Source: an optimization exercise on an open RTL-to-GDS flow (aim: small area, a short achievable clock period and few clock cycles). Production flows keep margins and buffers that such runs may drop.
Function was checked by simulation only, so behaviour that the tests miss may differ from the original.
Power figures rest on the tool's default switching activity, not on a simulated workload.

`design/flow/config.mk`:
```
export PLATFORM = sky130hd
export DESIGN_NAME = boo_encoder
export DESIGN_NICKNAME = boo_encoder
export VERILOG_FILES = /design/flow/design.v
export SDC_FILE = /design/flow/constraint.sdc
export NUM_CORES = 4
export LEC_CHECK = 0
export CAP_MARGIN = 20
export CORE_MARGIN = 2
export CORE_UTILIZATION = 40
export SLEW_MARGIN = 20
```
`design/flow/run.sh`:
```
#!/bin/bash
# synth_recipe.tcl (not shown) runs the flow's synth.tcl, then flattens the netlist and writes it again
# the make line also repeats each setting of config.mk as NAME=value (left out here)
make -C /OpenROAD-flow-scripts/flow DESIGN_CONFIG=/design/flow/config.mk WORK_HOME=/design/flow/orfs CLKGATE_MAP_FILE= SYNTH_SCRIPT=/design/flow/synth_recipe.tcl finish
```
`design/flow/design.v`:
```
module boo_classify (
  input  wire       eof,        
  input  wire [7:0] b,          
  input  wire [7:0] lit0,
  input  wire [7:0] lit1,
  input  wire [7:0] lit2,
  input  wire [1:0] lit_n,
  input  wire [6:0] nulls,
  output reg  [7:0] n_lit0,
  output reg  [7:0] n_lit1,
  output reg  [7:0] n_lit2,
  output reg  [1:0] n_lit_n,
  output reg  [6:0] n_nulls,
  output reg  [1:0] tok,        
  output reg  [1:0] tok_len,    
  output reg  [6:0] tok_cnt,    
  output reg        set_rem     
);
  localparam TOK_NONE = 2'd0, TOK_LIT = 2'd1, TOK_NUL = 2'd2, TOK_END = 2'd3;
  always @* begin
    n_lit0  = lit0;
    n_lit1  = lit1;
    n_lit2  = lit2;
    n_lit_n = lit_n;
    n_nulls = nulls;
    tok     = TOK_NONE;
    tok_len = 2'd3;
    tok_cnt = nulls;
    set_rem = 1'b0;
    if (!eof) begin
      if (b == 8'h00) begin
        if (lit_n == 2'd0) begin
          n_nulls = nulls + 7'd1;
          if (n_nulls > 7'd78) begin
            set_rem = 1'b1;
            tok     = TOK_NUL;
            tok_cnt = 7'd78;
          end
        end else begin
          case (lit_n)
            2'd1:    n_lit1 = 8'h00;
            default: n_lit2 = 8'h00;
          endcase
          n_lit_n = lit_n + 2'd1;
        end
      end else if (nulls >= 7'd2) begin
        set_rem = 1'b1;
        tok     = TOK_NUL;
        tok_cnt = nulls;
      end else if (nulls == 7'd1) begin
        n_lit0  = 8'h00;
        n_lit1  = b;
        n_lit_n = 2'd2;
        n_nulls = 7'd0;
      end else begin
        case (lit_n)
          2'd0:    n_lit0 = b;
          2'd1:    n_lit1 = b;
          default: n_lit2 = b;
        endcase
        n_lit_n = lit_n + 2'd1;
      end
      if (tok == TOK_NONE && n_lit_n == 2'd3) begin
        tok     = TOK_LIT;
        tok_len = 2'd3;
      end
    end else begin
      if (nulls >= 7'd2) begin
        tok     = TOK_NUL;
        tok_cnt = nulls;
      end else if (nulls == 7'd1) begin
        n_lit0  = 8'h00;
        n_lit_n = 2'd1;
        n_nulls = 7'd0;
        tok     = TOK_LIT;
        tok_len = 2'd1;
      end else if (lit_n != 2'd0) begin
        tok     = TOK_LIT;
        tok_len = lit_n;
      end else begin
        tok     = TOK_END;
      end
    end
  end
endmodule
module boo_pack (
  input  wire [7:0]  x,
  input  wire [7:0]  y,
  input  wire [7:0]  z,
  output wire [31:0] quad       
);
  wire [5:0] a = x[7:2];
  wire [5:0] b = {x[1:0], y[7:4]};
  wire [5:0] c = {y[3:0], z[7:6]};
  wire [5:0] d = z[5:0];
  assign quad = {{2'b00, a} + 8'd48, {2'b00, b} + 8'd48,
                 {2'b00, c} + 8'd48, {2'b00, d} + 8'd48};
endmodule
module boo_encoder (
  input  wire       clk,
  input  wire       rst,         
  input  wire       in_valid,
  output wire       in_ready,
  input  wire [7:0] in_data,
  input  wire       in_eof,
  input  wire       in_err,
  output wire       out_valid,
  input  wire       out_ready,
  output reg  [7:0] out_data,
  input  wire       out_err,
  output wire [2:0] seq,
  output wire [1:0] err
);
  localparam [3:0] S_HDR    = 4'd0,    
                   S_HOUT   = 4'd1,    
                   S_HCR    = 4'd2,    
                   S_HLF    = 4'd3,
                   S_GET    = 4'd4,    
                   S_ECR    = 4'd5,    
                   S_ELF    = 4'd6,
                   S_CHAR   = 4'd7,    
                   S_PAD    = 4'd8,    
                   S_TCR    = 4'd9,    
                   S_TLF    = 4'd10,
                   S_DONE   = 4'd11,
                   S_ABORT  = 4'd12;
  localparam [2:0] SEQ_START = 3'd0, SEQ_STREAM = 3'd1, SEQ_FINAL = 3'd2,
                   SEQ_DONE  = 3'd3, SEQ_ABORT  = 3'd4;
  localparam [7:0] CH_CR = 8'h0D, CH_LF = 8'h0A, CH_ESC = 8'h7E, CH_0 = 8'h30;
  reg  [3:0]  st;
  reg  [2:0]  seq_r;
  reg  [1:0]  err_r;
  reg  [7:0]  lit0, lit1, lit2;
  reg  [1:0]  lit_n;
  reg  [6:0]  nulls;
  reg  [7:0]  rem;
  reg         rem_valid;
  reg         eof_seen;       
  reg  [6:0]  col;
  reg  [1:0]  fill;
  reg  [31:0] grp;            
  reg         grp4;           
  reg  [1:0]  idx;            
  reg         fin;            
  reg  [7:0]  hbyte;
  assign seq = seq_r;
  assign err = err_r;
  assign in_ready = (st == S_HDR) ||
                    (st == S_GET && !rem_valid && !eof_seen);
  wire in_fire = in_valid && in_ready;
  wire       cl_eof  = rem_valid ? 1'b0 : (eof_seen || in_eof);
  wire [7:0] cl_byte = rem_valid ? rem : in_data;
  wire       cl_go   = (st == S_GET) &&
                       (rem_valid || eof_seen || (in_valid && !in_err));
  wire [7:0] n_lit0, n_lit1, n_lit2;
  wire [1:0] n_lit_n;
  wire [6:0] n_nulls;
  wire [1:0] tok, tok_len;
  wire [6:0] tok_cnt;
  wire       set_rem;
  boo_classify u_cls (
    .eof(cl_eof), .b(cl_byte),
    .lit0(lit0), .lit1(lit1), .lit2(lit2), .lit_n(lit_n), .nulls(nulls),
    .n_lit0(n_lit0), .n_lit1(n_lit1), .n_lit2(n_lit2), .n_lit_n(n_lit_n),
    .n_nulls(n_nulls), .tok(tok), .tok_len(tok_len), .tok_cnt(tok_cnt),
    .set_rem(set_rem)
  );
  wire [31:0] quad;
  boo_pack u_pack (
    .x(n_lit0),
    .y(tok_len >= 2'd2 ? n_lit1 : 8'h00),
    .z(tok_len == 2'd3 ? n_lit2 : 8'h00),
    .quad(quad)
  );
  assign out_valid = (st == S_HOUT) || (st == S_HCR) || (st == S_HLF) ||
                     (st == S_ECR)  || (st == S_ELF) || (st == S_CHAR) ||
                     (st == S_TCR)  || (st == S_TLF);
  wire out_fire = out_valid && out_ready;
  always @* begin
    case (st)
      S_HOUT:               out_data = hbyte;
      S_HCR, S_ECR, S_TCR:  out_data = CH_CR;
      S_HLF, S_ELF, S_TLF:  out_data = CH_LF;
      S_CHAR: begin
        case (idx)
          2'd0:    out_data = grp[31:24];
          2'd1:    out_data = grp[23:16];
          2'd2:    out_data = grp[15:8];
          default: out_data = grp[7:0];
        endcase
      end
      default:              out_data = 8'h00;
    endcase
  end
  function automatic wrap_needed(input [6:0] c, input is4);
    wrap_needed = (c + (is4 ? 7'd4 : 7'd2)) > 7'd72;
  endfunction
  wire last_char = grp4 ? (idx == 2'd3) : (idx == 2'd1);
  always @(posedge clk) begin
    if (rst) begin
      st        <= S_HDR;
      seq_r     <= SEQ_START;
      err_r     <= 2'd0;
      lit_n     <= 2'd0;
      nulls     <= 7'd0;
      rem_valid <= 1'b0;
      eof_seen  <= 1'b0;
      col       <= 7'd0;
      fill      <= 2'd0;
      idx       <= 2'd0;
      fin       <= 1'b0;
      grp4      <= 1'b0;
    end else if (out_fire && out_err) begin
      st    <= S_ABORT;
      seq_r <= SEQ_ABORT;
      err_r <= 2'd2;
    end else begin
      case (st)
        S_HDR: if (in_fire) begin
          if (in_err) begin
            st    <= S_ABORT;
            seq_r <= SEQ_ABORT;
            err_r <= 2'd1;
          end else if (in_eof) begin
            st <= S_HCR;
          end else begin
            hbyte <= in_data;
            st    <= S_HOUT;
          end
        end
        S_HOUT: if (out_fire) st <= S_HDR;
        S_HCR:  if (out_fire) st <= S_HLF;
        S_HLF:  if (out_fire) begin
          st    <= S_GET;
          seq_r <= SEQ_STREAM;
        end
        S_GET: begin
          if (in_fire && in_err) begin
            st    <= S_ABORT;
            seq_r <= SEQ_ABORT;
            err_r <= 2'd1;
          end else if (cl_go) begin
            if (rem_valid) rem_valid <= 1'b0;
            if (in_fire && in_eof) eof_seen <= 1'b1;
            if (set_rem) begin
              rem       <= cl_byte;
              rem_valid <= 1'b1;
            end
            if (tok == 2'd0) begin
              lit0  <= n_lit0;
              lit1  <= n_lit1;
              lit2  <= n_lit2;
              lit_n <= n_lit_n;
              nulls <= n_nulls;
            end else begin
              lit_n <= 2'd0;
              nulls <= 7'd0;
              case (tok)
                2'd1: begin                          
                  grp  <= quad;
                  grp4 <= 1'b1;
                  fill <= 2'd3 - tok_len;
                end
                2'd2: begin                          
                  grp  <= {CH_ESC, {1'b0, tok_cnt} + 8'd48, 16'h0000};
                  grp4 <= 1'b0;
                  fill <= 2'd0;
                end
                default: ;
              endcase
              if (tok == 2'd3) begin                 
                st    <= S_PAD;
                seq_r <= SEQ_FINAL;
              end else begin
                fin <= 1'b0;
                idx <= 2'd0;
                st  <= wrap_needed(col, tok == 2'd1) ? S_ECR : S_CHAR;
              end
            end
          end
        end
        S_ECR: if (out_fire) st <= S_ELF;
        S_ELF: if (out_fire) begin
          col <= 7'd0;
          st  <= S_CHAR;
        end
        S_CHAR: if (out_fire) begin
          if (last_char) begin
            col <= col + (grp4 ? 7'd4 : 7'd2);
            st  <= fin ? S_PAD : S_GET;
          end else begin
            idx <= idx + 2'd1;
          end
        end
        S_PAD: begin
          if (fill != 2'd0) begin
            fill <= fill - 2'd1;
            grp  <= {CH_ESC, CH_0, 16'h0000};
            grp4 <= 1'b0;
            fin  <= 1'b1;
            idx  <= 2'd0;
            st   <= wrap_needed(col, 1'b0) ? S_ECR : S_CHAR;
          end else begin
            st <= S_TCR;
          end
        end
        S_TCR: if (out_fire) st <= S_TLF;
        S_TLF: if (out_fire) begin
          st    <= S_DONE;
          seq_r <= SEQ_DONE;
        end
        default: ;    
      endcase
    end
  end
endmodule
```
`design/flow/constraint.sdc`:
```
create_clock -name core_clock -period 5.0 [get_ports {clk}]
set_input_delay 1.0000 -clock core_clock [delete_from_list [all_inputs] [get_ports {clk}]]
set_output_delay 1.0000 -clock core_clock [all_outputs]
set_load 0.01 [all_outputs]
```
==> run notes <==
[flip-flops by register name (all words and copies together), names as in the netlist]
signal,count
grp,29
hbyte,8
lit0,8
lit1,8
lit2,8
rem,8
nulls,7
col,6
st,4
seq_r,3
err_r,2
fill,2
idx,2
lit_n,2
eof_seen,1
fin,1
grp4,1
rem_valid,1
[power groups by stage]
| stage | Sequential [mW] | Clock (mW) | Combinational, mW |
|---|---|---|---|
| 2_1_floorplan | 0.986 | 0 | 0.681 |
| 3_3_place_gp | 1.04 | 0 | 0.944 |
| 3_5_place_dp | 1.04 | 0 | 0.947 |
| 4_1_cts | 1.02 | 0.732 | 0.952 |
| 5_1_grt | 1.03 | 0.761 | 1.05 |
| 6_report | 1.02 | 0.719 | 0.968 |
[worst register-to-register path: stages (launching register included)]
cell	delay, ps
dfxtp_1	530
inv_1	140
ha_1	230
nor3_2	140
nand3_1	370
mux2_4	430
mux2i_2	210
o2bb2a_4	220
nand2b_1	100
ha_1	190
fa_1	440
nor2_1	100
nor2_1	50
o311ai_0	280
nand3_1	110
nand2_1	80
nor2_1	40
a211oi_1	230
[per-layer routing]
layer  up-vias  GRT usage
met5         -          0
met3        16     0.0612
li1       2442          -
met1      2406      0.287
met2       162      0.313
met4         0     0.0608
[logic make-up (layout without fill, tap and decap cells)]
group                    count (synthesis)  after routing  share of synthesized area
AO/OA/AOI/OAI                          183            183                      0.214
XOR/XNOR                                 5              5                    0.00725
adder cells (fa/ha/maj)                 23             23                     0.0501
buffers and inverters                   73             93                     0.0524
flip-flops                             101            101                      0.449
multiplexers                            16             16                     0.0290
AND/OR/NAND/NOR                        248            248                      0.198
[cell usage in the layout (no fill, tap or decap), types with 3 or more instances in the layout]
master / count
nand2_1: 75
edfxtp_1: 69
nor2_1: 59
a21oi_1: 40
o21ai_0: 39
dfxtp_1: 32
inv_1: 31
clkdlybuf4s50_1: 29
ha_1: 21
nand3_1: 20
nor3_1: 19
o2bb2ai_1: 15
and3_1: 15
buf_4: 14
mux2i_1: 11
and2_1: 10
a31oi_1: 10
nand2b_1: 10
clkbuf_16: 9
a22oi_1: 8
nor2b_1: 8
nor4_1: 7
a21o_1: 7
a222oi_1: 7
a22o_1: 6
a211oi_1: 6
or3_1: 5
o31ai_1: 5
xor2_1: 4
or4_1: 3
nand4_1: 3
o21ai_1: 3
o311ai_0: 3
o211ai_1: 3
[metrics by stage]
step | hold WS, ps | cells
finish | 461 | 853
global route | 489 | 853
CTS | 465 | 853
detailed placement | 452 | 837
global placement | 443 | 837
floorplan | 442 | 649
[final cells by class]
class                      instances  area [um^2]
multi-input combinational        475         3020
clock inverter                     6         70.1
fill                            1388         7860
timing repair buffer              43          395
tap                              184          230
inverter                          34          128
sequential                       101         2710
clock buffer                      10          229
[path summary, 6_finish.rpt]
| check | depth (start not counted) | start | slack [ps] | end |
|---|---|---|---|---|
| hold / removal | 2 | seq_r[1] | 460 | seq_r[1] |
| hold reg to reg | 2 | seq_r[1] | 460 | seq_r[1] |
| setup / recovery | 16 | in_data[5] | 790 | st[1] |
| setup reg to reg | 17 | nulls[0] | 1050 | st[1] |
==> run notes <==
* Status: timing/DRC/antenna clean
* Vias in the first global route at 4654
* ANT cells at 0
* Post-Layout Inst Area at 6780 um^2
* Max-slew violation count at 0
* Synth Register Bits at about 100
* Post-Route WL at 16600 um
* Pre-CTS setup slack at slightly above 400 ps
* Sequential area share after synthesis at 0.449
* GP Congestion at 0.910
* Synth Flop Type: edfxtp_1
* MaxCap Viol Count at 0
* Initial antenna violation count at 0
* # Post-CTS Setup Buffers at 0
* Asr flop ratio synth at 0
* Clock buffer depth at 2
* First-pass GRT wire length at 25900 um
* Final period util at 0.843
* Fin. Hold Viols at 0
* Gr usage total at 0.207
* Unrepaired setup endpoints after global routing: no
* Endpoints failing setup at 0
* WP buf/inv at 1
* Power Internal at 1.73 mW
* Max layer used: met4
* Most frequent cells after synthesis: nand2_1 (75), edfxtp_1 (69), nor2_1 (60)
* Post-route setup slack at 785 ps
* Fin nets at 702
* Initial Util at 0.412
* Largest net degree at the start of global routing at 36
* Total Power at 2.71 mW
* WS Path Type: in -> reg
* Hold Crit Class: reg -> reg
* Cells after Synth at 649
* Final setup TNS at 0 ps
* Leak at ~2.4 nW
* Crit path max fanout at 8
* Drt first-iter violations at 671
* Placeable core area at approximately 15000 um^2
* Clock transition at the registers of the reported paths at 80 ps
* Clock Latency Late Sink at between 300 and 400 ps
* Final Core Density at 0.463
* Placed cell area at 6480 um^2
* M1 WL at around 7800 um
* Die width at 127 um
* Most used cell along the critical path: nor2_1
* Startpoint Class: input port
* Fmax achieved at 237 MHz
* Area growth, synth to finish at 12.3%
* Worst path cell trace: clkdlybuf4s50_1, nor4_2, and2_1, o21ai_2, mux2i_2, o2bb2a_4, nand2b_1, ha_1, fa_1, xnor2_1, nor2_1, o311ai_0, nand3_1, nand2_1, nor2_1, a211oi_1
* Vias at 5026
* Count leader, synth: nand2_1
* CP max stage delay at 470 ps
* CP Capture Type: register
* Pwr dens at 400 nW/um^2
* WL/cell at 19.4 um
* CTS tree: done
* # rows at 44
* Netlist Area Pre-Place at 6040 um^2
* Clock Skew at 14.0 ps
* Top Family by Delay on Critical Path: simple AND/OR/NAND/NOR gates
* Via density per instance at 5.89
* Ports at 30
* Die height at 127 um
* Routed Antenna Nets at 0
* Crit path required time at 5260 ps
* Relative slew slack at 0.371
* Layout cell share with drive strength beyond 1 at 0.0822
* CP max stage cell: nor4_2
* Avg Cell Area, Syn at just over 9 um^2
* Post-synth EDFFs at just under 70
* Sw Ratio at 0.362
* Syn_nets at 687
* Hold buffer count at CTS at 0
* Gate power share at 0.357
* Routed met3 length at 1130 um
* DPL Wire Length at approximately 12000 um
* Total CTS buffers at 9
* Sw Pwr at 980 uW
* Port bufs at 29
* Worst Tran Pin Value at ~940 ps
* Die ar. at 16100 um^2
* GR Overflow Total at 0
* Clock Power Share at 0.265
* Root buf cell: clkbuf_16
* Drt drc at 0
* Final worst path period need at 4210 ps
* Largest cells by area after synthesis: edfxtp_1 (34%), dfxtp_1 (11%), nand2_1 (4.7%)
* Clock sink total at 101
* Max VDD drop at about 0.24 mV
* H-Tree Depth at 3
* Post-CTS sizing at 0
* Crit path DAT at 4470 ps
* Netlist cell types at 81
* Routed wl met2 at between 7000 and 8000 um
* DRT Pass-1 Iters at 5
* Biggest area consumer among synthesized cells: edfxtp_1
* Share of the synthesized area in the top cell type at 0.343
* Sequential share of power at 0.377
* YS warnings at 2
Testbench counts, summed over its fixed seeds: cycles 57,884.

==> re-timing with driven ports <==
The results above use ideal ports. As a check the final layout listed here was re-extracted and re-timed, cells and wires unchanged. Step 1 (the two cells are an assumption about what drives the block):
set clk [get_ports {clk}]
set_driving_cell -lib_cell sky130_fd_sc_hd__clkbuf_16 $clk
set_driving_cell -lib_cell sky130_fd_sc_hd__buf_2 [delete_from_list [all_inputs] $clk]
Step 2 moves the port delays by t, midway between the first and last clock arrival at a register: inputs arrive t later, outputs are due t later. That takes back most of the time a late clock gives input paths. Slacks: ideal / step 1 / step 2; pairs: ideal / step 1.
t (ns): 0.395
setup WS [ns]: 0.785 / 0.807 / 0.412
latest minus earliest clock arrival (ns): 0.014 / 0.014
After both steps this run still meets setup and hold. The setup slack of this run moves by +0.022 ns with the drivers and by -0.373 ns with both steps.
